From an optimization exercise on the open Yosys and OpenROAD flow, aimed at small area, a short achievable clock period and few clock cycles; shortcuts taken in it are not production practice. Where RTL was checked, it was by simulation tests only, not by an equivalence proof against the original. Function not checked in run 1: the RTL went through the layout flow alone.

==> design/flow/design.v <==
module cu_booth_mul (
    input  wire [24:0] s,
    input  wire [17:0] m,
    input  wire        neg,
    input  wire [44:0] brow,
    input  wire [44:0] ck,
    output wire [44:0] ps,
    output wire [44:0] pc
);
    wire [19:0] mx = {m[17], m, 1'b0};
    wire [25:0] s1 = {s[24], s};
    wire [25:0] s2 = {s, 1'b0};
    wire [44:0] row [0:11];
    reg  [44:0] nb;
    genvar i;
    generate
        for (i = 0; i < 9; i = i + 1) begin : g_row
            wire b2 = mx[2*i+2], b1 = mx[2*i+1], b0 = mx[2*i];
            wire one = b1 ^ b0;
            wire two = (b2 & ~b1 & ~b0) | (~b2 & b1 & b0);
            wire ng  = b2 ^ neg;
            wire [25:0] sel = one ? s1 : (two ? s2 : 26'd0);
            wire [25:0] r   = sel ^ {26{ng}};
            wire [25:0] u   = {~r[25], r[24:0]};
            assign row[i] = {19'd0, u} << (2*i);
        end
    endgenerate
    integer k;
    always @(*) begin
        nb = 45'd0;
        for (k = 0; k < 9; k = k + 1)
            nb[2*k] = mx[2*k+2] ^ neg;
    end
    assign row[9]  = nb;
    assign row[10] = brow;
    assign row[11] = ck;
    function [89:0] csa;
        input [44:0] a, b, c;
        begin
            csa = {((a & b) | (a & c) | (b & c)) << 1, a ^ b ^ c};
        end
    endfunction
    wire [89:0] l1a = csa(row[0], row[1], row[2]);
    wire [89:0] l1b = csa(row[3], row[4], row[5]);
    wire [89:0] l1c = csa(row[6], row[7], row[8]);
    wire [89:0] l1d = csa(row[9], row[10], row[11]);
    wire [89:0] l2a = csa(l1a[44:0], l1a[89:45], l1b[44:0]);
    wire [89:0] l2b = csa(l1b[89:45], l1c[44:0], l1c[89:45]);
    wire [89:0] l3a = csa(l2a[44:0], l2a[89:45], l2b[44:0]);
    wire [89:0] l3b = csa(l2b[89:45], l1d[44:0], l1d[89:45]);
    wire [89:0] l4a = csa(l3a[44:0], l3a[89:45], l3b[44:0]);
    wire [89:0] l5a = csa(l4a[44:0], l4a[89:45], l3b[89:45]);
    assign ps = l5a[44:0];
    assign pc = l5a[89:45];
endmodule
module cu_divstep (
    input  wire [34:0] r,
    input  wire [34:0] d,
    input  wire [36:0] d3,
    input  wire        f1,
    input  wire        f2,
    output wire        q1,
    output wire        q2,
    output wire [34:0] r2
);
    wire [36:0] y  = {r, f1, f2};
    wire [37:0] s1 = {1'b0, y} - {3'b000, d};
    wire [37:0] s2 = {1'b0, y} - {2'b00, d, 1'b0};
    wire [37:0] s3 = {1'b0, y} - {1'b0, d3};
    wire ge1 = ~s1[37], ge2 = ~s2[37], ge3 = ~s3[37];
    assign q1 = ge2;
    assign q2 = ge2 ? ge3 : ge1;
    assign r2 = ge3 ? s3[34:0] : ge2 ? s2[34:0] : ge1 ? s1[34:0] : y[34:0];
endmodule
module cu_compensate (
    input  wire               clk,
    input  wire               rst,
    input  wire               start,
    input  wire        [15:0] cal_t1,      
    input  wire signed [15:0] cal_t2,
    input  wire signed [15:0] cal_t3,
    input  wire        [15:0] cal_p1,      
    input  wire signed [15:0] cal_p2,
    input  wire signed [15:0] cal_p3,
    input  wire signed [15:0] cal_p4,
    input  wire signed [15:0] cal_p5,
    input  wire signed [15:0] cal_p6,
    input  wire signed [15:0] cal_p7,
    input  wire signed [15:0] cal_p8,
    input  wire signed [15:0] cal_p9,
    input  wire        [19:0] adc_t,
    input  wire        [19:0] adc_p,
    output reg                done,
    output wire               err,         
    output wire        [31:0] temp,        
    output wire        [31:0] press_q8,    
    output wire        [24:0] press_pa     
);
    localparam W = 76;
    localparam [5:0] S_IDLE = 6'd0,  S_TA   = 6'd1,  S_TC   = 6'd2,  S_TB   = 6'd3,
                     S_TD   = 6'd4,  S_TDW  = 6'd5,  S_TF   = 6'd6,  S_TE   = 6'd7,
                     S_XS   = 6'd8,  S_XSW  = 6'd9,  S_ZS   = 6'd10, S_Y6   = 6'd11,
                     S_Y6W  = 6'd12, S_NS   = 6'd13, S_NSW  = 6'd14, S_MS   = 6'd15,
                     S_MSW  = 6'd16, S_DIVF = 6'd17, S_DSI  = 6'd18, S_DIVS = 6'd19,
                     S_DSCK = 6'd20, S_PAF  = 6'd21, S_PAFW = 6'd22, S_PAS0 = 6'd23,
                     S_PAS1 = 6'd24, S_PASW = 6'd25, S_PB   = 6'd26, S_PC   = 6'd27,
                     S_PE   = 6'd28, S_PEW  = 6'd29, S_DEGN = 6'd30, S_DNEG = 6'd31,
                     S_ERRX = 6'd32;
    localparam [3:0] C_T1 = 4'd0, C_T2 = 4'd1, C_T3 = 4'd2, C_P1 = 4'd3, C_P2 = 4'd4,
                     C_P3 = 4'd5, C_P4 = 4'd6, C_P5 = 4'd7, C_P6 = 4'd8, C_P7 = 4'd9,
                     C_P8 = 4'd10, C_P9 = 4'd11, C_AP = 4'd12;
    localparam [2:0] M_ZERO = 3'd0, M_CREG = 3'd1, M_CREG2 = 3'd2,
                     M_FIVE = 3'd4, M_SLO = 3'd5, M_VD = 3'd6, M_DD = 3'd7;
    localparam [2:0] A_ZERO = 3'd0, A_ACC = 3'd1, A_DROP = 3'd2, A_TV1 = 3'd3, A_C1 = 3'd4,
                     A_N35 = 3'd5;
    localparam [2:0] B_ZERO = 3'd0, B_B3 = 3'd1, B_S20 = 3'd2, B_S17 = 3'd3,
                     B_N14 = 3'd5, B_ND = 3'd6, B_S14 = 3'd7;
    localparam [3:0] K_NONE = 4'd0, K_TD = 4'd2, K_TE = 4'd3, K_XSL = 4'd4,
                     K_ZS0 = 4'd5, K_NS0 = 4'd6, K_NS1 = 4'd7, K_MS0 = 4'd8, K_PE = 4'd9;
    localparam [3:0] WB_NONE = 4'd0, WB_ACC = 4'd2, WB_SA2S = 4'd3, WB_PV1 = 4'd4,
                     WB_TC = 4'd5, WB_V = 4'd6, WB_XL = 4'd7, WB_ZL = 4'd8, WB_NL = 4'd9,
                     WB_ML = 4'd10, WB_D = 4'd11, WB_DCK = 4'd12, WB_ACK = 4'd13, WB_PCL = 4'd14;
    localparam [W-1:0] K0 = -((76'd1 << 25) + (76'd1 << 27) + (76'd1 << 29) + (76'd1 << 31) +
                              (76'd1 << 33) + (76'd1 << 35) + (76'd1 << 37) + (76'd1 << 39) +
                              (76'd1 << 41));
    localparam [44:0] CKB = (45'd1 << 43) + K0[44:0];
    localparam [W-1:0] KOFF0 = -(76'd1 << 44);
    localparam [W-1:0] KOFF1 = -(76'd1 << 61);
    reg  [5:0]   state;
    reg  [1:0]   j;           
    reg  [5:0]   cnt;         
    reg          pass2;       
    reg  [24:0]  S;
    reg  [19:0]  CREG, BREG;
    reg  [W-1:0] ACC, V;
    reg  [41:0]  D;
    reg  [17:0]  TC;
    reg          b3, sgnZ, sgnN, errr, errp;
    reg          D_slow;      
    wire sgnQ = sgnN ^ sgnZ;
    wire [3:0] ev;
    assign ev[0] = (V[W-1:17] == {(W-17){V[W-1]}});
    assign ev[1] = (V[W-1:34] == {(W-34){V[W-1]}});
    assign ev[2] = (V[W-1:51] == {(W-51){V[W-1]}});
    assign ev[3] = (V[W-1:68] == {(W-68){V[W-1]}});
    wire [3:0] ed;
    assign ed[0] = (D[41:17] == {25{D[41]}});
    assign ed[1] = (D[41:34] == {8{D[41]}});
    assign ed[2] = 1'b1;
    assign ed[3] = 1'b1;
    reg  [5:0]  state_n;
    reg  [1:0]  j_n;
    reg         pass2_n;
    reg  [2:0]  c_msel;
    reg         c_vxor;
    reg  [1:0]  c_mneg;       
    reg         c_last;
    reg  [1:0]  c_off;
    reg  [2:0]  c_asel;
    reg  [2:0]  c_bsel;
    reg  [3:0]  c_k;
    reg  [3:0]  c_wb;
    wire        dneg_v;
    wire        q1, q2;
    always @(*) begin
        state_n = state; j_n = j; pass2_n = pass2;
        case (state)
            S_IDLE: if (start) state_n = S_TA;
            S_TA:   state_n = S_TC;
            S_TC:   state_n = S_TB;
            S_TB:   state_n = S_TD;
            S_TD:   state_n = S_TDW;
            S_TDW:  state_n = S_TF;
            S_TF:   state_n = S_TE;
            S_TE:   begin state_n = S_XS; j_n = 2'd0; end
            S_XS:   begin j_n = j + 2'd1; if (c_last) begin j_n = 2'd0; state_n = S_XSW; end end
            S_XSW:  state_n = S_ZS;
            S_ZS:   begin
                j_n = j + 2'd1;
                if (j == 2'd0 && c_mneg[0] != sgnZ) j_n = 2'd0;
                else if (c_last) begin j_n = 2'd0; state_n = S_Y6; end
            end
            S_Y6:   state_n = S_Y6W;
            S_Y6W:  state_n = S_NS;
            S_NS:   begin j_n = j + 2'd1; if (c_last) begin j_n = 2'd0; state_n = S_NSW; end end
            S_NSW:  state_n = S_MS;
            S_MS:   begin
                j_n = j + 2'd1;
                if (j == 2'd0 && c_mneg[0] != sgnN) j_n = 2'd0;
                else if (c_last) begin j_n = 2'd0; state_n = S_MSW; end
            end
            S_MSW:  state_n = (D == 42'd0) ? S_DEGN : S_DIVF;
            S_DIVF: begin
                if (cnt == 6'd0 && dneg_v)  state_n = S_DNEG;
                else if (cnt == 6'd0 && q1) state_n = S_DSI;
                else if (cnt == 6'd17)      state_n = S_PAF;
            end
            S_DSI:  state_n = S_DIVS;
            S_DIVS: if (cnt == 6'd37) state_n = S_DSCK;
            S_DSCK: state_n = (V[W-1:53] != {(W-53){1'b0}}) ? S_ERRX : S_PAS0;
            S_PAF:  begin state_n = S_PAFW; j_n = 2'd0; pass2_n = 1'b0; end
            S_PAFW: state_n = S_PB;
            S_PAS0: state_n = S_PAS1;
            S_PAS1: begin state_n = S_PASW; j_n = 2'd0; pass2_n = 1'b0; end
            S_PASW: state_n = S_PB;
            S_PB: begin
                j_n = j + 2'd1;
                if (c_last) begin
                    j_n = 2'd0;
                    if (D_slow && !pass2) pass2_n = 1'b1;
                    else                  state_n = S_PC;
                end
            end
            S_PC:   begin j_n = j + 2'd1; if (c_last) begin j_n = 2'd0; state_n = S_PE; end end
            S_PE:   state_n = S_PEW;
            S_DNEG: state_n = S_PAF;
            default: state_n = S_IDLE;    
        endcase
        if (rst) state_n = S_IDLE;
    end
    reg  [2:0]  n_msel;
    reg         n_vxor;
    reg  [1:0]  n_mneg;
    reg         n_last;
    reg  [1:0]  n_off;
    reg  [2:0]  n_asel;
    reg  [2:0]  n_bsel;
    reg  [3:0]  n_k;
    reg  [3:0]  n_wb;
    wire        evn = ev[j_n];
    wire [5:0]  state_d = (state == S_DIVF) ? ((cnt == 6'd17) ? S_PAF : S_DIVF) : state_n;
    wire        edn = ed[j_n];
    always @(*) begin
        n_msel = M_ZERO; n_vxor = 1'b0; n_mneg = 2'd0; n_last = 1'b0;
        n_off = 2'd0; n_asel = A_ZERO; n_bsel = B_ZERO; n_k = K_NONE; n_wb = WB_NONE;
        case (state_d)
            S_TC: begin n_msel = M_SLO; n_wb = WB_SA2S; end
            S_TB: begin n_msel = M_CREG2; n_bsel = B_B3; n_wb = WB_ACC; end
            S_TD: begin n_msel = M_CREG; n_asel = A_TV1; n_k = K_TD; n_wb = WB_PV1; end
            S_TF: begin n_msel = M_CREG; n_bsel = B_S20; n_wb = WB_V; end
            S_TE: begin n_msel = M_FIVE; n_k = K_TE; n_wb = WB_TC; end
            S_XS: begin
                n_msel = M_VD; n_last = (j_n != 2'd0) && evn; n_off = j_n;
                n_asel = (j_n == 2'd0) ? A_ZERO : A_ACC;
                n_k = n_last ? K_XSL : K_NONE;
                n_wb = n_last ? WB_XL : WB_ACC;
            end
            S_ZS: begin
                n_msel = M_VD; n_mneg = {1'b0, sgnZ}; n_last = (j_n != 2'd0) && evn; n_off = j_n;
                n_asel = (j_n == 2'd0) ? A_ZERO : A_ACC;
                n_k = (j_n == 2'd0) ? K_ZS0 : K_NONE;
                n_wb = n_last ? WB_ZL : WB_ACC;
            end
            S_Y6: begin n_msel = M_CREG; n_bsel = B_S17; n_wb = WB_V; end
            S_NS: begin
                n_msel = M_VD; n_mneg = 2'd1; n_last = (j_n != 2'd0) && evn; n_off = j_n;
                n_asel = (j_n == 2'd0) ? A_N35 : A_ACC;
                n_bsel = (j_n == 2'd1) ? B_N14 : B_ZERO;
                n_k = (j_n == 2'd0) ? K_NS0 : (j_n == 2'd1) ? K_NS1 : K_NONE;
                n_wb = n_last ? WB_NL : WB_ACC;
            end
            S_MS: begin
                n_msel = M_VD; n_mneg = {1'b0, sgnN}; n_last = (j_n != 2'd0) && evn; n_off = j_n;
                n_asel = (j_n == 2'd0) ? A_ZERO : A_ACC;
                n_bsel = (j_n == 2'd0) ? B_ND : B_ZERO;
                n_k = (j_n == 2'd0) ? K_MS0 : K_NONE;
                n_wb = n_last ? WB_ML : WB_ACC;
            end
            S_PAF:  begin n_msel = M_CREG; n_wb = WB_D; end
            S_PAS0: begin n_msel = M_CREG; n_wb = WB_ACC; end
            S_PAS1: begin n_msel = M_CREG; n_off = 2'd1; n_asel = A_ACC; n_wb = WB_DCK; end
            S_PB: begin
                n_msel = M_DD;
                if (pass2_n) begin
                    n_off = j_n; n_asel = A_ACC; n_last = edn;
                end else begin
                    n_off = (j_n == 2'd0) ? 2'd0 : j_n - 2'd1;
                    n_asel = (j_n == 2'd0) ? A_ZERO : (j_n == 2'd1) ? A_DROP : A_ACC;
                    n_last = (j_n != 2'd0) && edn;
                end
                n_wb = (n_last && (pass2_n || !D_slow)) ? WB_ACK : WB_ACC;
            end
            S_PC: begin
                n_msel = M_VD; n_vxor = 1'b1;
                n_off = (j_n == 2'd0) ? 2'd0 : j_n - 2'd1;
                n_asel = (j_n == 2'd0) ? A_C1 : (j_n == 2'd1) ? A_DROP : A_ACC;
                n_bsel = (j_n == 2'd1) ? B_S14 : B_ZERO;
                n_last = (j_n != 2'd0) && evn;
                n_wb = n_last ? WB_PCL : WB_ACC;
            end
            S_PE: begin n_asel = A_ACC; n_k = K_PE; n_wb = WB_ACC; end
            default: ;
        endcase
    end
    always @(posedge clk) begin
        c_msel <= n_msel; c_vxor <= n_vxor; c_mneg <= n_mneg; c_last <= n_last;
        c_off <= n_off; c_asel <= n_asel; c_bsel <= n_bsel; c_k <= n_k;
        c_wb <= n_wb;
    end
    wire last = c_last;
    wire mneg = c_mneg[0];
    wire        vx = c_vxor & sgnQ;
    reg  [16:0] vdig0;
    reg         vsgn0;
    always @(*) begin
        case (j)
            2'd0: begin vdig0 = V[16:0];  vsgn0 = V[17]; end
            2'd1: begin vdig0 = V[33:17]; vsgn0 = V[34]; end
            2'd2: begin vdig0 = V[50:34]; vsgn0 = V[51]; end
            default: begin vdig0 = V[67:51]; vsgn0 = V[68]; end
        endcase
    end
    wire [16:0] vdig = vdig0 ^ {17{vx}};
    wire        vsgn = vsgn0 ^ vx;
    reg  [16:0] ddig;
    reg         dsgn;
    always @(*) begin
        case (j)
            2'd0: begin ddig = D[16:0];  dsgn = D[17]; end
            2'd1: begin ddig = D[33:17]; dsgn = D[34]; end
            default: begin ddig = {{9{D[41]}}, D[41:34]}; dsgn = D[41]; end
        endcase
    end
    reg [17:0] M;
    always @(*) begin
        case (c_msel)
            M_CREG:  M = CREG[17:0];
            M_CREG2: M = {CREG[16:0], 1'b0};
            M_FIVE:  M = 18'd5;
            M_SLO:   M = S[17:0];
            M_VD:    M = {last & vsgn, vdig};
            M_DD:    M = {last & dsgn, ddig};
            default: M = 18'd0;
        endcase
    end
    wire [43:0] cr_s = {{24{CREG[19]}}, CREG};
    wire [43:0] br_s = {{24{BREG[19]}}, BREG};
    wire [43:0] cr_z = {24'd0, CREG};
    reg  [43:0] bb;
    always @(*) begin
        case (c_bsel)
            B_B3:  bb = b3 ? cr_s : 44'd0;
            B_S20: bb = br_s << 20;
            B_S17: bb = br_s << 17;
            B_N14: bb = ~(cr_z << 14);                       
            B_ND:  bb = sgnQ ? ~{2'b00, D} : 44'd0;         
            B_S14: bb = cr_s << 14;
            default: bb = 44'd0;
        endcase
    end
    wire [44:0] brow = {1'b0, ~bb[43], bb[42:0]};           
    reg  [44:0] ck;
    always @(*) begin
        case (c_k)
            K_TD:  ck = CKB - (45'd128000 << 14);
            K_TE:  ck = CKB + 45'd640128;
            K_XSL: case (j)                                   
                       2'd1:    ck = CKB + (45'd1 << 38);
                       2'd2:    ck = CKB + (45'd1 << 21);
                       default: ck = CKB + (45'd1 << 4);
                   endcase
            K_ZS0: ck = sgnZ ? (CKB + (45'd1 << 33) - 45'd1) : CKB;
            K_NS0: ck = CKB + 45'd1;
            K_NS1: ck = CKB + (45'd1 << 34) + 45'd1;
            K_MS0: ck = sgnQ ? (CKB + 45'd1) : CKB;
            K_PE:  ck = CKB + (45'd1 << 17);
            default: ck = CKB;
        endcase
    end
    wire [44:0] Ps, Pc;
    cu_booth_mul u_mul (.s(S), .m(M), .neg(mneg), .brow(brow), .ck(ck), .ps(Ps), .pc(Pc));
    reg [44:0] PSR, PCR;
    reg [3:0]  off2;          
    reg [5:0]  asel2;         
    reg [3:0]  wb2;
    always @(posedge clk) begin
        PSR   <= Ps;
        PCR   <= Pc;
        off2  <= 4'd1 << c_off;
        asel2 <= 6'd1 << c_asel;
        if (rst) wb2 <= WB_NONE;
        else     wb2 <= c_wb;
    end
    wire [W-1:0] Psp = ({W{off2[0]}} & {31'd0, PSR})
                     | ({W{off2[1]}} & {14'd0, PSR, 17'd0})
                     | ({W{off2[2]}} & {PSR[41:0], 34'd0})
                     | ({W{off2[3]}} & {PSR[24:0], 51'd0});
    wire [W-1:0] Pcp = ({W{off2[0]}} & {31'd0, PCR})
                     | ({W{off2[1]}} & {14'd0, PCR, 17'd0})
                     | ({W{off2[2]}} & {PCR[41:0], 34'd0})
                     | ({W{off2[3]}} & {PCR[24:0], 51'd0});
    wire [W-1:0] kc  = ({W{off2[0]}} & KOFF0) | ({W{off2[1]}} & KOFF1);
    wire [W-1:0] Aterm = ({W{asel2[A_ACC]}}  & ACC)
                       | ({W{asel2[A_DROP]}} & {{17{ACC[W-1]}}, ACC[W-1:17]})
                       | ({W{asel2[A_TV1]}}  & {ACC[W-4:11], 14'd0})
                       | ({W{asel2[A_C1]}}   & {ACC[W-12:8], 19'd0})
                       | ({W{asel2[A_N35]}}  & ~({{(W-20){BREG[19]}}, BREG} << 35));    
    wire [W-1:0] T = Psp + Pcp + Aterm + kc;
    wire Asame41 = (ACC[W-1:41] == {(W-41){ACC[W-1]}});
    wire Asame62 = (ACC[W-1:62] == {(W-62){ACC[W-1]}});
    reg  chk41, chk63;        
    reg         dfast;        
    reg  [36:0] D3;           
    always @(posedge clk) begin
        dfast <= (state_n == S_DIVF);
        D3 <= {2'b00, D[34:0]} + {1'b0, D[34:0], 1'b0};
    end
    wire        f1 = dfast ? V[35] : V[W-1];
    wire        f2 = dfast ? V[34] : V[W-2];
    wire [34:0] r2;
    assign dneg_v = V[W-1];
    cu_divstep u_div (.r(ACC[34:0]), .d(D[34:0]), .d3(D3), .f1(f1), .f2(f2), .q1(q1), .q2(q2), .r2(r2));
    reg [3:0]  csel;
    reg        cload;
    reg [19:0] cin;
    always @(*) begin
        case (csel)
            C_T1: cin = {4'd0, cal_t1};
            C_T2: cin = {{4{cal_t2[15]}}, cal_t2};
            C_T3: cin = {{4{cal_t3[15]}}, cal_t3};
            C_P1: cin = {4'd0, cal_p1};
            C_P2: cin = {{4{cal_p2[15]}}, cal_p2};
            C_P3: cin = {{4{cal_p3[15]}}, cal_p3};
            C_P4: cin = {{4{cal_p4[15]}}, cal_p4};
            C_P5: cin = {{4{cal_p5[15]}}, cal_p5};
            C_P6: cin = {{4{cal_p6[15]}}, cal_p6};
            C_P7: cin = {{4{cal_p7[15]}}, cal_p7};
            C_P8: cin = {{4{cal_p8[15]}}, cal_p8};
            C_P9: cin = {{4{cal_p9[15]}}, cal_p9};
            default: cin = adc_p;
        endcase
    end
    always @(*) begin
        csel = C_T1; cload = 1'b0;
        case (state)
            S_IDLE: begin csel = C_T1; cload = start; end
            S_TA:   begin csel = C_T2; cload = 1'b1; end
            S_TB:   begin csel = C_T3; cload = 1'b1; end
            S_TD:   begin csel = C_P2; cload = 1'b1; end
            S_TDW:  begin csel = C_P3; cload = 1'b1; end
            S_TF:   begin csel = C_P1; cload = 1'b1; end
            S_XS:   begin csel = C_P5; cload = last; end
            S_ZS:   begin csel = C_P6; cload = last; end
            S_Y6:   begin csel = C_P4; cload = 1'b1; end
            S_NS:   begin csel = (j == 2'd0) ? C_AP : C_P9; cload = (j == 2'd0) | last; end
            S_PAF:  begin csel = C_P8; cload = 1'b1; end
            S_PAS1: begin csel = C_P8; cload = 1'b1; end
            S_PB:   begin csel = C_P7; cload = last & (pass2 | ~D_slow); end
            default: ;
        endcase
    end
    wire [W-1:0] Vsx = V ^ {W{sgnQ}};                
    wire [24:0]  ph_lo = {8'd0, Vsx[29:13]};
    wire [24:0]  ph_hi = Vsx[54:30];
    wire [16:0]  a_sub = {1'b0, S[15:0]} - {1'b0, CREG[15:0]};     
    always @(posedge clk) begin
        if (cload) begin
            CREG <= cin;
            BREG <= CREG;
        end
        state <= state_n;
        j     <= j_n;
        pass2 <= pass2_n;
        chk41 <= ~rst & (wb2 == WB_DCK);
        chk63 <= ~rst & (wb2 == WB_ACK);
        if (rst) begin
            done  <= 1'b0;
            sgnZ  <= 1'b0;            
            sgnN  <= 1'b0;
        end else begin
            done <= 1'b0;
            if ((chk41 && !Asame41) || (chk63 && !Asame62)) errp <= 1'b1;
            case (state)
                S_IDLE: if (start) begin
                    S  <= {9'd0, adc_t[19:4]};
                    b3 <= adc_t[3];
                    errp <= 1'b0;
                end
                S_TA: S <= {{8{a_sub[16]}}, a_sub};
                S_XS: if (last) S <= {9'd0, CREG[15:0]};
                S_ZS: if (last) S <= {D[23], D[23:0]};
                S_NS: if (last) S <= 25'd3125;
                S_MSW: cnt <= 6'd0;
                S_DIVF: begin
                    cnt <= cnt + 6'd1;
                    if (!(cnt == 6'd0 && (dneg_v || q1))) begin
                        ACC <= {{(W-35){1'b0}}, r2};
                        V[35:0] <= {V[33:0], q1, q2};
                        if (cnt == 6'd0) V[W-1:36] <= {(W-36){1'b0}};
                        if (cnt == 6'd17) begin
                            S <= {2'b00, V[33:11]} ^ {25{sgnQ}};
                            D_slow <= 1'b0;
                        end
                    end
                end
                S_DSI: begin
                    ACC <= {W{1'b0}};
                    cnt <= 6'd0;
                end
                S_DIVS: begin
                    ACC <= {{(W-35){1'b0}}, r2};
                    V <= {V[W-3:0], q1, q2};
                    cnt <= cnt + 6'd1;
                end
                S_DSCK: begin
                    S <= ph_lo;
                    D_slow <= 1'b1;
                end
                S_PAS0: S <= ph_hi;
                S_PAS1: S <= ph_lo;
                S_PB: if (last) begin
                    if (D_slow && !pass2) S <= ph_hi;
                    else S <= {5'd0, ~CREG[15], {3{CREG[15]}}, CREG[15:0]};    
                end
                S_PEW: begin
                    errr <= errp | (V[W-1:42] != {(W-42){1'b0}});
                    done <= 1'b1;
                end
                S_DEGN: begin
                    ACC <= {W{1'b0}};
                    V <= {W{1'b0}};
                    errr <= 1'b0;
                    done <= 1'b1;
                end
                S_DNEG: begin
                    V <= {W{1'b1}};                       
                    S <= 25'd0;
                    D_slow <= 1'b0;
                end
                S_ERRX: begin
                    errr <= 1'b1;
                    done <= 1'b1;
                end
                default: ;
            endcase
            case (wb2)
                WB_ACC:  ACC <= T;
                WB_SA2S: S <= T[36:12];
                WB_PV1: begin
                    S <= T[38:14];
                    D <= {{18{T[37]}}, T[37:14]};
                end
                WB_TC:   TC <= T[25:8];
                WB_V:    V <= T;
                WB_XL: begin
                    ACC <= T;
                    V <= {{8{T[W-1]}}, T[W-1:8]};
                    sgnZ <= T[W-1];
                end
                WB_ZL: begin
                    ACC <= T;
                    D <= {6'd0, T[68:33]};
                end
                WB_NL: begin
                    ACC <= T;
                    V <= T;
                    sgnN <= T[W-1];
                end
                WB_ML: begin
                    V <= T;
                    ACC <= {{36{T[W-1]}}, T[W-1:36]};
                end
                WB_D:    D <= T[41:0];
                WB_DCK: begin
                    D <= T[41:0];
                    ACC <= T;
                end
                WB_ACK:  ACC <= T;
                WB_PCL: begin
                    ACC <= T;
                    V <= T;
                end
                default: ;
            endcase
        end
    end
    assign err      = errr;
    assign temp     = {{14{TC[17]}}, TC};
    assign press_q8 = V[41:10];
    assign press_pa = ACC[42:18];
endmodule
==> design/flow/flow/run.sh <==
#!/bin/bash
# Layout flow: the standard flow (standard.sh, standard synthesis unchanged) with two
# changes to how the layout is made: the port buffers are buf_1 cells instead of delay
# buffers, and the timing repair steps aim for 18 ns of setup slack at the design's period.
# make's full output goes to flow.log; each ORFS step keeps its own log under orfs/logs.
set -uo pipefail
bash standard.sh BUFFER_PORTS_ARGS="-buffer_cell sky130_fd_sc_hd__buf_1" SETUP_SLACK_MARGIN=18 finish > flow.log 2>&1
==> design/flow/standard.sh <==
#!/bin/bash
# synth_recipe.tcl (not shown) runs the flow's synth.tcl, then flattens the netlist and writes it again
# the make line also repeats each setting of config.mk as NAME=value (left out here)
make -C /OpenROAD-flow-scripts/flow DESIGN_CONFIG=/design/flow/config.mk WORK_HOME=/design/flow/orfs CLKGATE_MAP_FILE= SYNTH_SCRIPT=/design/flow/synth_recipe.tcl "${@:-finish}"
==> design/flow/config.mk <==
export PLATFORM = sky130hd
export DESIGN_NAME = cu_compensate
export DESIGN_NICKNAME = cu_compensate
export VERILOG_FILES = /design/flow/design.v
export SDC_FILE = /design/flow/constraint.sdc
export NUM_CORES = 8
export LEC_CHECK = 0
export CAP_MARGIN = 20
export CORE_MARGIN = 2
export CORE_UTILIZATION = 40
export SLEW_MARGIN = 20
==> design/flow/constraint.sdc <==
create_clock -name core_clock -period 25.0 [get_ports {clk}]
set_input_delay 5.0000 -clock core_clock [delete_from_list [all_inputs] [get_ports {clk}]]
set_output_delay 5.0000 -clock core_clock [all_outputs]
set_load 0.01 [all_outputs]
==> impl_metrics.env, run 1 <==
export IMPL_syn_nets=7422
export IMPL_hpwlAfterDp_um=211000
export IMPL_crit_start="ACC[21]$_DFFE_PP_"
export IMPL_io_pins=326
export IMPL_cts_path_max_buffers=3
export IMPL_clk_pin_slew_ps=70
export IMPL_dr_total_vias=55675
export IMPL_grt_usage_pct=38.0
export IMPL_holdPathEnd="wb2[3]$_SDFF_PP0_"
export IMPL_drive_above_1_share_pct=7.33
export IMPL_antenna_left=0
export IMPL_initial_core_util_pct=40.3
export IMPL_synthesis_area_um2=55500
export IMPL_fmax_mhz=143
export IMPL_slew_headroom_pct=8.37
export IMPL_tns_ps=0
export IMPL_holdCritPathClass="reg -> reg"
export IMPL_end_kind="flop"
export IMPL_synthToLayoutAreaGrowth_pct=10.2
export IMPL_routed_via_density=6.65
export IMPL_grt_overflow_total=0
export IMPL_synth_top_area_share_pct=15.5
export IMPL_r2r_end="ACC[6]$_DFFE_PP_"
export IMPL_syn_avg_cell_area_um2=8.60
export IMPL_die_area_um2=142000
export IMPL_status="finished clean"
export IMPL_synthTopCellsByCount="inv_1 (537), nand2_1 (494), nor2_1 (460), a21oi_1 (446), ha_1 (390)"
export IMPL_cp_data_required_time_ps=25470
export IMPL_drtIter0Drc=9686
export IMPL_clk_latency_ps=760
export IMPL_yosysTopAreaCell="edfxtp_1"
export IMPL_drc=0
export IMPL_drv_cap=0
export IMPL_period_share_pct=27.9
export IMPL_grt_max_degree=95
export IMPL_clockRootBuffer="clkbuf_16"
export IMPL_critPathLaunchType="flop"
export IMPL_synth_edf_count=287
export IMPL_grt_antenna_before_repair=31
export IMPL_skew_ps=94.9
export IMPL_hold_viol=0
export IMPL_crit_type="reg -> reg"
export IMPL_drt_wirelength_per_cell_um=33.3
export IMPL_multiInputGateArea_um2=39900
export IMPL_ff_latch_area_um2=12100
export IMPL_drt_total_wl_um=279000
export IMPL_synth_most_common_cell="inv_1"
export IMPL_grt_pass1_vias=52430
export IMPL_die_width_um=376
export IMPL_nets=7476
export IMPL_ys_seq_area_share_pct=21.8
export IMPL_synth_seq_cells=459
export IMPL_cts_tree="done"
export IMPL_ys_flop_type="edfxtp_1"
export IMPL_synthArstFlopShare_pct=0
export IMPL_gp_congestion=1.03
export IMPL_rows=136
export IMPL_synth_cells=6447
export IMPL_cts_sinks=459
export IMPL_ys_types=109
export IMPL_hold_depth=1
export IMPL_hold_start="c_wb[3]$_SDFF_PN0_"
export IMPL_numCtsBuffers=56
export IMPL_arrival_ps=7450
export IMPL_worst_slack_ps=18020
export IMPL_utilization_pct=44.4
export IMPL_synthTopCellsByArea="edfxtp_1 (16%), fa_1 (13%), ha_1 (8.8%)"
export IMPL_r2r_slack_ps=18020
export IMPL_cts_htree_levels=2
export IMPL_finalSetupViolCount=0
export IMPL_postCtsHoldBufs=0
export IMPL_cp_max_fo=9
export IMPL_grt_first_pass_wirelength_um=388000
export IMPL_r2r_start="ACC[21]$_DFFE_PP_"
export IMPL_worstMarginPinSlew_ps=1370
export IMPL_portBuffers=322
export IMPL_postPlaceCellArea_um2=58700
export IMPL_rr_worst_depth=15
export IMPL_pre_cts_ws_ps=17170
export IMPL_drtPass1Iterations=12
export IMPL_rsz0062_at_grt="false"
export IMPL_postLayoutCellArea_um2=61100
export IMPL_drv_slew=0
export IMPL_core_area_um2=137000
export IMPL_die_y_um=376
export IMPL_nFillCells=13591
export IMPL_yosys_warnings=2
export IMPL_layout_min_cycle_time_ps=6980
-- cell families after synthesis --
logic type | after synthesis | synth area share [%]
flops | 459 | 21.8
mux | 152 | 2.76
buf+inv | 1067 | 8.02
xor+xnor | 497 | 7.98
compound gates | 2041 | 25.7
fa+ha+maj | 741 | 21.5
simple gates | 1490 | 12.4
-- worst max-delay path by stage --
stage	cells past startpoint	slack, ps	to
6_report	15	18020	ACC[6]$_DFFE_PP_
3_3_place_gp	11	17110	c_last$_SDFF_PN0_
4_1_cts	19	18020	ACC[34]$_DFFE_PP_
5_1_grt	19	17990	PSR[18]$_DFF_P_
2_1_floorplan	3	17960	ACC[0]$_DFFE_PP_
3_5_place_dp	10	17170	c_wb[1]$_SDFF_PN0_
-- layout by cell type, fill, tap and decap left out, types with 75 or more instances in the layout --
master	netlist	routed
a22oi_1	203	203
o221ai_1	79	77
inv_1	537	536
buf_4	83	183
a21oi_1	446	444
nand2_1	494	493
buf_1	39	322
a21o_1	122	122
o21ai_0	358	347
a222oi_1	138	138
edfxtp_1	287	287
nand3_1	88	87
xor2_1	160	142
dfxtp_1	172	161
nand4_1	81	81
ha_1	390	389
nor3_1	85	75
xnor2_1	327	311
a22o_1	85	85
mux2i_1	144	144
fa_1	350	350
nor2_1	460	447
-- stage by stage --
| step | hold WS (ps) | cells |
|---|---|---|
| 6_report | 441 | 8366 |
| 5_1_grt | 458 | 8349 |
| 4_1_cts | 443 | 8337 |
| 3_5_place_dp | 428 | 8229 |
| 3_3_place_gp | 435 | 8228 |
| 2_1_floorplan | 402 | 6447 |
-- registers in the layout (all words and copies together) (netlist names), 3 cells and up --
signal and count:
ACC 76, BREG 20, CREG 20, D 42
D3 37, PCR 42, PSR 43, S 25
TC 18, V 76, asel2 5, c_asel 3
c_bsel 3, c_k 4, c_msel 3, c_wb 4
cnt 6, off2 4, state 6, wb2 4
-- timing repair --
item                       4_1_cts  5_1_grt
resized for setup               16       35
cloned                           2        1
setup endpoints to repair       94      121
pin swaps                        2        5
setup buffers                    0        4
-- per-layer routing --
metal	GRT usage, %	vias to the layer above	share of wire [%]
li1	-	23540	-
met1	46.5	26944	36
met2	56.3	4123	42
met3	12.1	1042	13
met4	27.4	26	8.8
met5	0	-	0.063
-- area by class of cell --
type                    count  share of cell area (%)
diodes                     23                  0.0942
inverters                 541                    3.33
flip-flops and latches    459                    19.8
repair buffers            519                    4.54
clock inverters            27                   0.561
well taps                1794                    3.67
clock buffers              79                    2.67
multi-input cells        4924                    65.4
-- worst max-delay path: stages, from the launching register on --
cell      delay (ps)
edfxtp_1         700
a222oi_1         530
nand2_1          140
fa_1             600
ha_1             250
ha_1             470
nand3_1          240
nor4_1           900
a41oi_1          560
o21ai_0          630
a21boi_0         360
o21a_1           320
xnor2_1          140
buf_4            210
a221oi_1         490
o21ai_0          150
==> run 2: changes to the inputs <==
--- a/design/flow/design.v
+++ b/design/flow/design.v
@@ -56,19 +56,21 @@
 module cu_divstep (
     input  wire [34:0] r,
     input  wire [34:0] d,
-    input  wire [36:0] d3,
     input  wire        f1,
     input  wire        f2,
     output wire        q1,
     output wire        q2,
+    output wire        ge4,       
     output wire [34:0] r2
 );
     wire [36:0] y  = {r, f1, f2};
     wire [37:0] s1 = {1'b0, y} - {3'b000, d};
     wire [37:0] s2 = {1'b0, y} - {2'b00, d, 1'b0};
-    wire [37:0] s3 = {1'b0, y} - {1'b0, d3};
+    wire [37:0] s3 = {1'b0, y} - {2'b00, d, 1'b0} - {3'b000, d};
     wire ge1 = ~s1[37], ge2 = ~s2[37], ge3 = ~s3[37];
     assign q1 = ge2;
+    wire [37:0] s4 = {1'b0, y} - {1'b0, d, 2'b00};
+    assign ge4 = ~s4[37];
     assign q2 = ge2 ? ge3 : ge1;
     assign r2 = ge3 ? s3[34:0] : ge2 ? s2[34:0] : ge1 ? s1[34:0] : y[34:0];
 endmodule
@@ -109,7 +111,7 @@
     localparam [3:0] C_T1 = 4'd0, C_T2 = 4'd1, C_T3 = 4'd2, C_P1 = 4'd3, C_P2 = 4'd4,
                      C_P3 = 4'd5, C_P4 = 4'd6, C_P5 = 4'd7, C_P6 = 4'd8, C_P7 = 4'd9,
                      C_P8 = 4'd10, C_P9 = 4'd11, C_AP = 4'd12;
-    localparam [2:0] M_ZERO = 3'd0, M_CREG = 3'd1, M_CREG2 = 3'd2,
+    localparam [2:0] M_ZERO = 3'd0, M_CREG = 3'd1, M_CREG2 = 3'd2, M_ACC = 3'd3,
                      M_FIVE = 3'd4, M_SLO = 3'd5, M_VD = 3'd6, M_DD = 3'd7;
     localparam [2:0] A_ZERO = 3'd0, A_ACC = 3'd1, A_DROP = 3'd2, A_TV1 = 3'd3, A_C1 = 3'd4,
                      A_N35 = 3'd5;
@@ -161,6 +163,7 @@
     reg  [3:0]  c_k;
     reg  [3:0]  c_wb;
     wire        dneg_v;
+    wire        dbig;         
     wire        q1, q2;
     always @(*) begin
         state_n = state; j_n = j; pass2_n = pass2;
@@ -182,18 +185,18 @@
             end
             S_Y6:   state_n = S_Y6W;
             S_Y6W:  state_n = S_NS;
-            S_NS:   begin j_n = j + 2'd1; if (c_last) begin j_n = 2'd0; state_n = S_NSW; end end
+            S_NS:   begin j_n = j + 2'd1; if (c_last) begin j_n = 2'd0; state_n = S_MS; end end
             S_NSW:  state_n = S_MS;
             S_MS:   begin
                 j_n = j + 2'd1;
-                if (j == 2'd0 && c_mneg[0] != sgnN) j_n = 2'd0;
+                if (j == 2'd1 && c_mneg[0] != sgnN) j_n = 2'd0;
                 else if (c_last) begin j_n = 2'd0; state_n = S_MSW; end
             end
             S_MSW:  state_n = (D == 42'd0) ? S_DEGN : S_DIVF;
             S_DIVF: begin
                 if (cnt == 6'd0 && dneg_v)  state_n = S_DNEG;
-                else if (cnt == 6'd0 && q1) state_n = S_DSI;
-                else if (cnt == 6'd17)      state_n = S_PAF;
+                else if (cnt == 6'd0 && dbig) state_n = S_DSI;
+                else if (cnt == 6'd16)      state_n = S_PAF;
             end
             S_DSI:  state_n = S_DIVS;
             S_DIVS: if (cnt == 6'd37) state_n = S_DSCK;
@@ -216,7 +219,6 @@
             S_DNEG: state_n = S_PAF;
             default: state_n = S_IDLE;    
         endcase
-        if (rst) state_n = S_IDLE;
     end
     reg  [2:0]  n_msel;
     reg         n_vxor;
@@ -228,7 +230,8 @@
     reg  [3:0]  n_k;
     reg  [3:0]  n_wb;
     wire        evn = ev[j_n];
-    wire [5:0]  state_d = (state == S_DIVF) ? ((cnt == 6'd17) ? S_PAF : S_DIVF) : state_n;
+    wire [5:0]  state_d = (state == S_IDLE) ? S_IDLE :
+                          (state == S_DIVF) ? ((cnt == 6'd16) ? S_PAF : S_DIVF) : state_n;
     wire        edn = ed[j_n];
     always @(*) begin
         n_msel = M_ZERO; n_vxor = 1'b0; n_mneg = 2'd0; n_last = 1'b0;
@@ -260,7 +263,8 @@
                 n_wb = n_last ? WB_NL : WB_ACC;
             end
             S_MS: begin
-                n_msel = M_VD; n_mneg = {1'b0, sgnN}; n_last = (j_n != 2'd0) && evn; n_off = j_n;
+                n_msel = (j_n == 2'd0 && state == S_NS) ? M_ACC : M_VD;
+                n_mneg = {1'b0, sgnN}; n_last = (j_n[1] == 1'b1) && evn; n_off = j_n;
                 n_asel = (j_n == 2'd0) ? A_ZERO : A_ACC;
                 n_bsel = (j_n == 2'd0) ? B_ND : B_ZERO;
                 n_k = (j_n == 2'd0) ? K_MS0 : K_NONE;
@@ -295,7 +299,8 @@
     always @(posedge clk) begin
         c_msel <= n_msel; c_vxor <= n_vxor; c_mneg <= n_mneg; c_last <= n_last;
         c_off <= n_off; c_asel <= n_asel; c_bsel <= n_bsel; c_k <= n_k;
-        c_wb <= n_wb;
+        if (rst) c_wb <= WB_NONE;
+        else     c_wb <= n_wb;
     end
     wire last = c_last;
     wire mneg = c_mneg[0];
@@ -330,6 +335,7 @@
             M_SLO:   M = S[17:0];
             M_VD:    M = {last & vsgn, vdig};
             M_DD:    M = {last & dsgn, ddig};
+            M_ACC:   M = {1'b0, ACC[16:0]};
             default: M = 18'd0;
         endcase
     end
@@ -400,16 +406,15 @@
     wire Asame62 = (ACC[W-1:62] == {(W-62){ACC[W-1]}});
     reg  chk41, chk63;        
     reg         dfast;        
-    reg  [36:0] D3;           
-    always @(posedge clk) begin
-        dfast <= (state_n == S_DIVF);
-        D3 <= {2'b00, D[34:0]} + {1'b0, D[34:0], 1'b0};
-    end
-    wire        f1 = dfast ? V[35] : V[W-1];
-    wire        f2 = dfast ? V[34] : V[W-2];
+    always @(posedge clk) dfast <= (state_n == S_DIVF);
+    wire        f1 = dfast ? V[33] : V[W-1];
+    wire        f2 = dfast ? V[32] : V[W-2];
     wire [34:0] r2;
     assign dneg_v = V[W-1];
-    cu_divstep u_div (.r(ACC[34:0]), .d(D[34:0]), .d3(D3), .f1(f1), .f2(f2), .q1(q1), .q2(q2), .r2(r2));
+    wire        ge4;
+    cu_divstep u_div (.r(ACC[34:0]), .d(D[34:0]), .f1(f1), .f2(f2), .q1(q1), .q2(q2), .ge4(ge4),
+                      .r2(r2));
+    assign dbig = ge4 | (ACC[37:35] != 3'd0);
     reg [3:0]  csel;
     reg        cload;
     reg [19:0] cin;
@@ -458,7 +463,7 @@
             CREG <= cin;
             BREG <= CREG;
         end
-        state <= state_n;
+        state <= rst ? S_IDLE : state_n;
         j     <= j_n;
         pass2 <= pass2_n;
         chk41 <= ~rst & (wb2 == WB_DCK);
@@ -483,12 +488,12 @@
                 S_MSW: cnt <= 6'd0;
                 S_DIVF: begin
                     cnt <= cnt + 6'd1;
-                    if (!(cnt == 6'd0 && (dneg_v || q1))) begin
+                    if (!(cnt == 6'd0 && (dneg_v || dbig))) begin
                         ACC <= {{(W-35){1'b0}}, r2};
-                        V[35:0] <= {V[33:0], q1, q2};
-                        if (cnt == 6'd0) V[W-1:36] <= {(W-36){1'b0}};
-                        if (cnt == 6'd17) begin
-                            S <= {2'b00, V[33:11]} ^ {25{sgnQ}};
+                        V[33:0] <= {V[31:0], q1, q2};
+                        if (cnt == 6'd0) V[W-1:34] <= {(W-34){1'b0}};
+                        if (cnt == 6'd16) begin
+                            S <= {4'b0000, V[31:11]} ^ {25{sgnQ}};
                             D_slow <= 1'b0;
                         end
                     end
@@ -558,7 +563,7 @@
                 end
                 WB_ML: begin
                     V <= T;
-                    ACC <= {{36{T[W-1]}}, T[W-1:36]};
+                    ACC <= {{34{T[W-1]}}, T[W-1:34]};
                 end
                 WB_D:    D <= T[41:0];
                 WB_DCK: begin
==> impl_metrics.env, run 2 <==
export IMPL_status="finished clean"
export IMPL_top_regs="ACC: 76 flops, V: 76 flops, PSR: 43 flops"
export IMPL_ff_latch_area_um2=11300
export IMPL_cts_sinks=422
export IMPL_holdCritPathClass="reg -> reg"
export IMPL_arrival_ps=7530
export IMPL_fin_cells=8354
export IMPL_nets=7446
export IMPL_worstMarginPinSlew_ps=1320
export IMPL_clk_pin_slew_ps=60
export IMPL_finalSetupViolCount=0
export IMPL_r2r_slack_ps=18100
export IMPL_synthTopCellsByArea="edfxtp_1 (16%), fa_1 (13%), ha_1 (8.3%)"
export IMPL_drt_total_wl_um=271000
export IMPL_yosysTopAreaCell="edfxtp_1"
export IMPL_synth_seq_cells=422
export IMPL_portBuffers=322
export IMPL_drt_wirelength_per_cell_um=32.5
export IMPL_dr_total_vias=55753
export IMPL_drv_cap=0
export IMPL_cts_path_max_buffers=3
export IMPL_cp_max_fo=5
export IMPL_nFillCells=13450
export IMPL_die_y_um=376
export IMPL_synth_edf_count=287
export IMPL_ys_seq_area_share_pct=20.5
export IMPL_pre_cts_ws_ps=17130
export IMPL_rows=136
export IMPL_io_pins=326
export IMPL_grt_first_pass_wirelength_um=377000
export IMPL_antenna_left=0
export IMPL_crit_type="in -> reg"
export IMPL_postCtsHoldBufs=0
export IMPL_synth_cells=6444
export IMPL_ys_flop_type="edfxtp_1"
export IMPL_cts_tree="done"
export IMPL_post_place_cells=8224
export IMPL_syn_avg_cell_area_um2=8.57
export IMPL_whs_ps=442
export IMPL_end_kind="flop"
export IMPL_synthToLayoutAreaGrowth_pct=9.24
export IMPL_drv_slew=0
export IMPL_layout_min_cycle_time_ps=6930
export IMPL_grt_max_degree=77
export IMPL_drtIter0Drc=9594
export IMPL_skew_ps=34.0
export IMPL_syn_nets=7396
export IMPL_initial_core_util_pct=40.2
export IMPL_layout_common_cells="nand2_1 (570), inv_1 (509), nor2_1 (491), a21oi_1 (384), ha_1 (365)"
export IMPL_synthArstFlopShare_pct=0
export IMPL_clk_latency_ps=690
export IMPL_multiInputGateArea_um2=40400
export IMPL_die_width_um=376
export IMPL_rsz0062_at_grt="false"
export IMPL_hpwlAfterDp_um=205000
export IMPL_grt_overflow_total=0
export IMPL_worst_slack_ps=18070
export IMPL_layout_commonest_cell="nand2_1"
export IMPL_period_share_pct=27.7
export IMPL_hold_viol=0
export IMPL_cp_data_required_time_ps=25590
export IMPL_drc=0
export IMPL_grt_usage_pct=36.9
export IMPL_grt_pass1_vias=51119
export IMPL_synthTopCellsByCount="nand2_1 (572), inv_1 (509), nor2_1 (503), a21oi_1 (390), ha_1 (368)"
export IMPL_die_area_um2=141000
export IMPL_slew_headroom_pct=12.0
export IMPL_ys_types=110
export IMPL_drtPass1Iterations=15
export IMPL_routed_via_density=6.67
export IMPL_numCtsBuffers=53
export IMPL_yosys_warnings=2
export IMPL_drive_above_1_share_pct=7.86
export IMPL_tns_ps=0
export IMPL_grt_antenna_before_repair=26
export IMPL_synth_top_area_share_pct=15.6
export IMPL_clockRootBuffer="clkbuf_16"
export IMPL_synthesis_area_um2=55300
export IMPL_utilization_pct=44.0
export IMPL_critPathLaunchType="input port"
export IMPL_gp_congestion=1.04
export IMPL_core_area_um2=137000
export IMPL_fmax_mhz=144
export IMPL_synth_most_common_cell="nand2_1"
export IMPL_cts_htree_levels=2
run 2: worst max-delay path, stage by stage:
cell       delay (ps)
buf_1             100
nand3_2           280
o2111ai_1         240
nor4bb_2          450
a31oi_1           250
nor2b_1           240
nand3_1           240
nor3b_1           220
a41o_1            320
a41oi_1           190
run 2: cells by family (layout without fill, tap and decap cells):
logic type               Yosys count  after routing  share of synthesized area, %
AO/OA/AOI/OAI                   1901           1901                          24.3
other                              0             21                             0
AND/OR/NAND/NOR                 1651           1651                          13.9
adder cells (fa/ha/maj)          717            717                          21.0
multiplexers                     265            265                          4.97
XOR/XNOR                         470            471                          7.67
buffers and inverters           1018           1112                          7.75
flip-flops                       422            422                          20.5
run 2: cell type report:
class / instances / area share, %
Antenna cell: 21 / 0.0871
Clock buffer: 68 / 2.57
Clock inverter: 32 / 0.350
Inverter: 513 / 3.19
Multi-Input combinational cell: 5005 / 67.0
Sequential cell: 422 / 18.8
Tap cell: 1794 / 3.72
Timing Repair Buffer: 499 / 4.30
run 2: final timing paths:
kind	cells past startpoint	startpoint	endpoint
setup / recovery	10	start	c_wb[2]$_SDFF_PP0_
hold / removal	1	c_wb[0]$_SDFF_PP0_	wb2[0]$_SDFF_PP0_
setup reg to reg	18	j[0]$_DFF_P_	PSR[20]$_DFF_P_
hold reg to reg	1	c_wb[0]$_SDFF_PP0_	wb2[0]$_SDFF_PP0_
run 2: layer usage:
metal | part of all wire (%) | wire (um) | track usage (%) | vias up
met5 | 0.097 | 264 | 0.823 | -
met4 | 8.1 | 21900 | 23.9 | 18
met3 | 13 | 36100 | 12.5 | 1058
met2 | 41 | 112000 | 52.9 | 4104
met1 | 37 | 101000 | 46.9 | 27019
li1 | - | - | - | 23554
run 2: per-stage QoR:
step	instance area (um2)
after floorplan	55300
after global placement	58200
after detailed placement	58200
after CTS	60100
after global routing	60300
final	60400
run 2: timing repair:
| action | 4_1_cts | 5_1_grt |
|---|---|---|
| resized for setup | 11 | 30 |
| setup endpoints to repair | 96 | 102 |
| buffers inserted | 1 | 5 |
| pin swaps | 2 | 3 |
| cloned | 1 | 0 |
Testbench counts of run 2, summed over its fixed seeds: cycles 18,432.
==> run 3: changes to the inputs <==
--- a/design/flow/design.v
+++ b/design/flow/design.v
@@ -168,8 +168,7 @@
     always @(*) begin
         state_n = state; j_n = j; pass2_n = pass2;
         case (state)
-            S_IDLE: if (start) state_n = S_TA;
-            S_TA:   state_n = S_TC;
+            S_IDLE: if (start) state_n = S_TC;
             S_TC:   state_n = S_TB;
             S_TB:   state_n = S_TD;
             S_TD:   state_n = S_TDW;
@@ -237,6 +236,7 @@
         n_msel = M_ZERO; n_vxor = 1'b0; n_mneg = 2'd0; n_last = 1'b0;
         n_off = 2'd0; n_asel = A_ZERO; n_bsel = B_ZERO; n_k = K_NONE; n_wb = WB_NONE;
         case (state_d)
+            S_IDLE,
             S_TC: begin n_msel = M_SLO; n_wb = WB_SA2S; end
             S_TB: begin n_msel = M_CREG2; n_bsel = B_B3; n_wb = WB_ACC; end
             S_TD: begin n_msel = M_CREG; n_asel = A_TV1; n_k = K_TD; n_wb = WB_PV1; end
@@ -299,46 +299,34 @@
     always @(posedge clk) begin
         c_msel <= n_msel; c_vxor <= n_vxor; c_mneg <= n_mneg; c_last <= n_last;
         c_off <= n_off; c_asel <= n_asel; c_bsel <= n_bsel; c_k <= n_k;
-        if (rst) c_wb <= WB_NONE;
-        else     c_wb <= n_wb;
+        if (rst || (state_d == S_IDLE && !(state == S_IDLE && start))) c_wb <= WB_NONE;
+        else                                                             c_wb <= n_wb;
     end
     wire last = c_last;
     wire mneg = c_mneg[0];
-    wire        vx = c_vxor & sgnQ;
-    reg  [16:0] vdig0;
-    reg         vsgn0;
-    always @(*) begin
-        case (j)
-            2'd0: begin vdig0 = V[16:0];  vsgn0 = V[17]; end
-            2'd1: begin vdig0 = V[33:17]; vsgn0 = V[34]; end
-            2'd2: begin vdig0 = V[50:34]; vsgn0 = V[51]; end
-            default: begin vdig0 = V[67:51]; vsgn0 = V[68]; end
-        endcase
-    end
-    wire [16:0] vdig = vdig0 ^ {17{vx}};
-    wire        vsgn = vsgn0 ^ vx;
-    reg  [16:0] ddig;
-    reg         dsgn;
-    always @(*) begin
-        case (j)
-            2'd0: begin ddig = D[16:0];  dsgn = D[17]; end
-            2'd1: begin ddig = D[33:17]; dsgn = D[34]; end
-            default: begin ddig = {{9{D[41]}}, D[41:34]}; dsgn = D[41]; end
-        endcase
-    end
-    reg [17:0] M;
-    always @(*) begin
-        case (c_msel)
-            M_CREG:  M = CREG[17:0];
-            M_CREG2: M = {CREG[16:0], 1'b0};
-            M_FIVE:  M = 18'd5;
-            M_SLO:   M = S[17:0];
-            M_VD:    M = {last & vsgn, vdig};
-            M_DD:    M = {last & dsgn, ddig};
-            M_ACC:   M = {1'b0, ACC[16:0]};
-            default: M = 18'd0;
-        endcase
-    end
+    reg  [3:0]  jv;           
+    reg  [7:0]  mv;           
+    reg         vxr;          
+    always @(posedge clk) begin
+        jv  <= 4'd1 << j_n;
+        mv  <= 8'd1 << n_msel;
+        vxr <= n_vxor & sgnQ;
+    end
+    wire [16:0] vdig0 = ({17{jv[0]}} & V[16:0])  | ({17{jv[1]}} & V[33:17])
+                      | ({17{jv[2]}} & V[50:34]) | ({17{jv[3]}} & V[67:51]);
+    wire        vsgn0 = (jv[0] & V[17]) | (jv[1] & V[34]) | (jv[2] & V[51]) | (jv[3] & V[68]);
+    wire [16:0] vdig = vdig0 ^ {17{vxr}};
+    wire        vsgn = vsgn0 ^ vxr;
+    wire [16:0] ddig = ({17{jv[0]}} & D[16:0]) | ({17{jv[1]}} & D[33:17])
+                     | ({17{jv[2] | jv[3]}} & {{9{D[41]}}, D[41:34]});
+    wire        dsgn = (jv[0] & D[17]) | (jv[1] & D[34]) | ((jv[2] | jv[3]) & D[41]);
+    wire [17:0] M = ({18{mv[M_CREG]}}  & CREG[17:0])
+                  | ({18{mv[M_CREG2]}} & {CREG[16:0], 1'b0})
+                  | ({18{mv[M_FIVE]}}  & 18'd5)
+                  | ({18{mv[M_SLO]}}   & S[17:0])
+                  | ({18{mv[M_VD]}}    & {last & vsgn, vdig})
+                  | ({18{mv[M_DD]}}    & {last & dsgn, ddig})
+                  | ({18{mv[M_ACC]}}   & {1'b0, ACC[16:0]});
     wire [43:0] cr_s = {{24{CREG[19]}}, CREG};
     wire [43:0] br_s = {{24{BREG[19]}}, BREG};
     wire [43:0] cr_z = {24'd0, CREG};
@@ -360,11 +348,8 @@
         case (c_k)
             K_TD:  ck = CKB - (45'd128000 << 14);
             K_TE:  ck = CKB + 45'd640128;
-            K_XSL: case (j)                                   
-                       2'd1:    ck = CKB + (45'd1 << 38);
-                       2'd2:    ck = CKB + (45'd1 << 21);
-                       default: ck = CKB + (45'd1 << 4);
-                   endcase
+            K_XSL: ck = jv[1] ? CKB + (45'd1 << 38) :         
+                        jv[2] ? CKB + (45'd1 << 21) : CKB + (45'd1 << 4);
             K_ZS0: ck = sgnZ ? (CKB + (45'd1 << 33) - 45'd1) : CKB;
             K_NS0: ck = CKB + 45'd1;
             K_NS1: ck = CKB + (45'd1 << 34) + 45'd1;
@@ -438,8 +423,7 @@
     always @(*) begin
         csel = C_T1; cload = 1'b0;
         case (state)
-            S_IDLE: begin csel = C_T1; cload = start; end
-            S_TA:   begin csel = C_T2; cload = 1'b1; end
+            S_IDLE: begin csel = C_T2; cload = start; end
             S_TB:   begin csel = C_T3; cload = 1'b1; end
             S_TD:   begin csel = C_P2; cload = 1'b1; end
             S_TDW:  begin csel = C_P3; cload = 1'b1; end
@@ -457,7 +441,7 @@
     wire [W-1:0] Vsx = V ^ {W{sgnQ}};                
     wire [24:0]  ph_lo = {8'd0, Vsx[29:13]};
     wire [24:0]  ph_hi = Vsx[54:30];
-    wire [16:0]  a_sub = {1'b0, S[15:0]} - {1'b0, CREG[15:0]};     
+    wire [16:0]  a_sub = {1'b0, adc_t[19:4]} - {1'b0, cal_t1};     
     always @(posedge clk) begin
         if (cload) begin
             CREG <= cin;
@@ -477,11 +461,10 @@
             if ((chk41 && !Asame41) || (chk63 && !Asame62)) errp <= 1'b1;
             case (state)
                 S_IDLE: if (start) begin
-                    S  <= {9'd0, adc_t[19:4]};
+                    S  <= {{8{a_sub[16]}}, a_sub};
                     b3 <= adc_t[3];
                     errp <= 1'b0;
                 end
-                S_TA: S <= {{8{a_sub[16]}}, a_sub};
                 S_XS: if (last) S <= {9'd0, CREG[15:0]};
                 S_ZS: if (last) S <= {D[23], D[23:0]};
                 S_NS: if (last) S <= 25'd3125;
==> design/flow/flow/run.sh (replaced) <==
#!/bin/bash
# Layout flow: the standard flow (standard.sh, standard synthesis unchanged) with three
# changes to how the layout is made: the port buffers are buf_1 cells instead of delay
# buffers, the clock tree uses clkbuf_8 cells, and the timing repair steps aim for 18 ns of
# setup slack at the design's period.
# make's full output goes to flow.log; each ORFS step keeps its own log under orfs/logs.
set -uo pipefail
bash standard.sh BUFFER_PORTS_ARGS="-buffer_cell sky130_fd_sc_hd__buf_1" \
  CTS_BUF_LIST="sky130_fd_sc_hd__clkbuf_8" SETUP_SLACK_MARGIN=18 finish > flow.log 2>&1
==> impl_metrics.env, run 3 <==
export IMPL_die_width_um=370
export IMPL_gp_congestion=1.03
export IMPL_antenna_left=0
export IMPL_end_kind="flop"
export IMPL_synthesis_area_um2=53500
export IMPL_drtPass1Iterations=13
export IMPL_synth_seq_cells=430
export IMPL_r2r_start="ACC[7]$_DFFE_PP_"
export IMPL_utilization_pct=44.2
export IMPL_clk_latency_ps=780
export IMPL_tns_ps=0
export IMPL_cts_tree="done"
export IMPL_ys_seq_area_share_pct=21.5
export IMPL_clk_pin_slew_ps=70
export IMPL_io_pins=326
export IMPL_dr_total_vias=54161
export IMPL_yosysTopAreaCell="edfxtp_1"
export IMPL_finalSetupViolCount=0
export IMPL_fmax_mhz=142
export IMPL_drt_wirelength_per_cell_um=32.8
export IMPL_ff_latch_area_um2=11500
export IMPL_whs_ps=427
export IMPL_rows=134
export IMPL_period_share_pct=28.2
export IMPL_synth_top_area_share_pct=16.1
export IMPL_rr_worst_depth=15
export IMPL_nets=7209
export IMPL_multiInputGateArea_um2=38700
export IMPL_layout_common_cells="inv_1 (519), nand2_1 (484), a21oi_1 (426), ha_1 (363), fa_1 (348)"
export IMPL_drt_total_wl_um=266000
export IMPL_cp_data_required_time_ps=25460
export IMPL_synthToLayoutAreaGrowth_pct=10.1
export IMPL_drive_above_1_share_pct=8.14
export IMPL_grt_antenna_before_repair=29
export IMPL_grt_overflow_total=0
export IMPL_rsz0062_at_grt="true"
export IMPL_layout_min_cycle_time_ps=7050
export IMPL_endpoint="V[58]$_DFFE_PP_"
export IMPL_holdCritPathClass="reg -> reg"
export IMPL_top_regs="ACC: 76 flops, V: 76 flops, PSR: 43 flops"
export IMPL_postCtsHoldBufs=0
export IMPL_cts_htree_levels=3
export IMPL_slew_headroom_pct=10.4
export IMPL_hpwlAfterDp_um=203000
export IMPL_syn_avg_cell_area_um2=8.69
export IMPL_initial_core_util_pct=40.2
export IMPL_r2r_slack_ps=17950
export IMPL_syn_nets=7106
export IMPL_crit_type="reg -> reg"
export IMPL_cts_path_max_buffers=3
export IMPL_synth_most_common_cell="inv_1"
export IMPL_worstMarginPinSlew_ps=1320
export IMPL_ys_types=105
export IMPL_status="finished clean"
export IMPL_die_area_um2=137000
export IMPL_arrival_ps=7510
export IMPL_crit_start="ACC[7]$_DFFE_PP_"
export IMPL_portBuffers=322
export IMPL_synth_edf_count=287
export IMPL_synthTopCellsByArea="edfxtp_1 (16%), fa_1 (13%), ha_1 (8.5%)"
export IMPL_synthArstFlopShare_pct=0
export IMPL_r2r_end="V[58]$_DFFE_PP_"
export IMPL_drv_slew=0
export IMPL_grt_usage_pct=37.4
export IMPL_worst_slack_ps=17950
export IMPL_synthTopCellsByCount="inv_1 (496), nand2_1 (488), a21oi_1 (430), ha_1 (365), fa_1 (349)"
export IMPL_yosys_warnings=2
export IMPL_grt_pass1_vias=49653
export IMPL_cts_sinks=430
export IMPL_clockRootBuffer="clkbuf_8"
export IMPL_drc=0
export IMPL_pre_cts_ws_ps=17050
export IMPL_grt_max_degree=88
export IMPL_core_area_um2=133000
export IMPL_layout_commonest_cell="inv_1"
export IMPL_hold_viol=0
export IMPL_ys_flop_type="edfxtp_1"
export IMPL_synth_cells=6157
export IMPL_drv_cap=0
export IMPL_skew_ps=65.0
export IMPL_critPathLaunchType="flop"
export IMPL_die_y_um=370
export IMPL_nFillCells=13197
export IMPL_numCtsBuffers=82
export IMPL_drtIter0Drc=9179
export IMPL_routed_via_density=6.68
export IMPL_grt_first_pass_wirelength_um=370000
export IMPL_cp_max_fo=7
[run 3: changes by cell type in the layout (fill, tap and decap cells not counted), moves of 37 or more]
cell       before  now
nor2_1        491  330
mux2i_1       224  112
a22oi_1       132  238
clkbuf_8        4  100
nand2_1       570  484
clkbuf_16      59    0
o21ai_0       354  310
a21oi_1       384  426
and2_1         17   54
nand3_1       115   78
[run 3: worst min path at each step]
stage / cells past startpoint / end / slack (ps) / start
2_1_floorplan: 1 / off2[0]$_SDFF_PP0_ / 400 / c_off[1]$_SDFF_PN0_
3_3_place_gp: 1 / wb2[0]$_SDFF_PP0_ / 430 / c_wb[0]$_SDFF_PP0_
3_5_place_dp: 1 / wb2[0]$_SDFF_PP0_ / 420 / c_wb[0]$_SDFF_PP0_
4_1_cts: 1 / wb2[1]$_SDFF_PP0_ / 440 / c_wb[1]$_SDFF_PP0_
5_1_grt: 1 / wb2[1]$_SDFF_PP0_ / 440 / c_wb[1]$_SDFF_PP0_
6_report: 1 / wb2[1]$_SDFF_PP0_ / 430 / c_wb[1]$_SDFF_PP0_
[run 3: worst max-delay path: stages, from the launching register on]
cell and delay (ps):
edfxtp_1 690, a221oi_1 900, fa_1 540, inv_1 70, ha_1 260, ha_1 370, a21o_1 240, or3_1 340
o21ai_1 390, o21ba_2 280, nand4bb_1 270, a21oi_1 130, o21ai_1 600, o21ai_0 430, xnor2_1 1010, o221ai_1 240
[run 3: repair_timing]
item / in CTS / in global routing
resized for setup: 7 / 15
pin swaps: 1 / 3
setup endpoints to repair: 85 / 102
cloned: 0 / 0
setup buffers: 1 / 13
[run 3: kinds of logic after synthesis]
| kind of cell | count (synthesis) | share of synthesized area [%] |
|---|---|---|
| compound gates | 2034 | 26.8 |
| simple gates | 1374 | 12.3 |
| buf+inv | 999 | 7.69 |
| fa+ha+maj | 714 | 21.6 |
| xor+xnor | 491 | 8.04 |
| flops | 430 | 21.5 |
| mux | 115 | 2.16 |
[run 3: layout make-up]
cell class,count,share of cell area (%)
Clock inverter,51,0.793
Tap cell,1768,3.76
Antenna cell,12,0.0510
Timing Repair Buffer,521,4.64
Multi-Input combinational cell,4728,65.7
Sequential cell,430,19.5
Clock buffer,100,2.34
Inverter,497,3.18
[run 3: per-stage QoR]
step                      instances  area (um2)
after detailed placement       7928       56700
after global routing           8097       58800
after CTS                      8080       58600
after global placement         7928       56700
final                          8107       58900
after floorplan                6157       53600
[run 3: metal layers]
metal / up-vias / GRT usage [%] / share of wire, %
met4: 30 / 21.3 / 6.9
met2: 3930 / 53.4 / 42
met5: - / 0 / 0.094
met1: 26458 / 50.1 / 39
li1: 22818 / - / -
met3: 925 / 10.9 / 13
Testbench counts of run 3, summed over its fixed seeds: cycles 18,048.

[what the ideal ports hide]
No port has a modelled driver above. Below, the same layouts with a new extraction and two added sets of constraints.
Step 1 assumes that a clkbuf_16 drives the clock port and a buf_2 every other input.
Step 2 times the ports against the registers' clock, not the clock port: input delays grow and output delays shrink by t, the midpoint of the rising clock arrivals with the driver on.
Three values: ideal, step 1, step 2; two values: the first two.
run | shift t [ns] | setup slack, ns | worst setup path after step 2
run 1 | 0.788 | 18.021 / 18.010 / 17.427 | input to register
run 2 | 0.740 | 18.066 / 18.097 / 17.372 | input to register
run 3 | 0.825 | 17.949 / 17.949 / 17.219 | input to register
After both steps setup and hold are still met in every run listed. For run 3, which loses most, drivers alone change the setup slack by 0.000 ns; drivers and shift together by -0.730 ns.
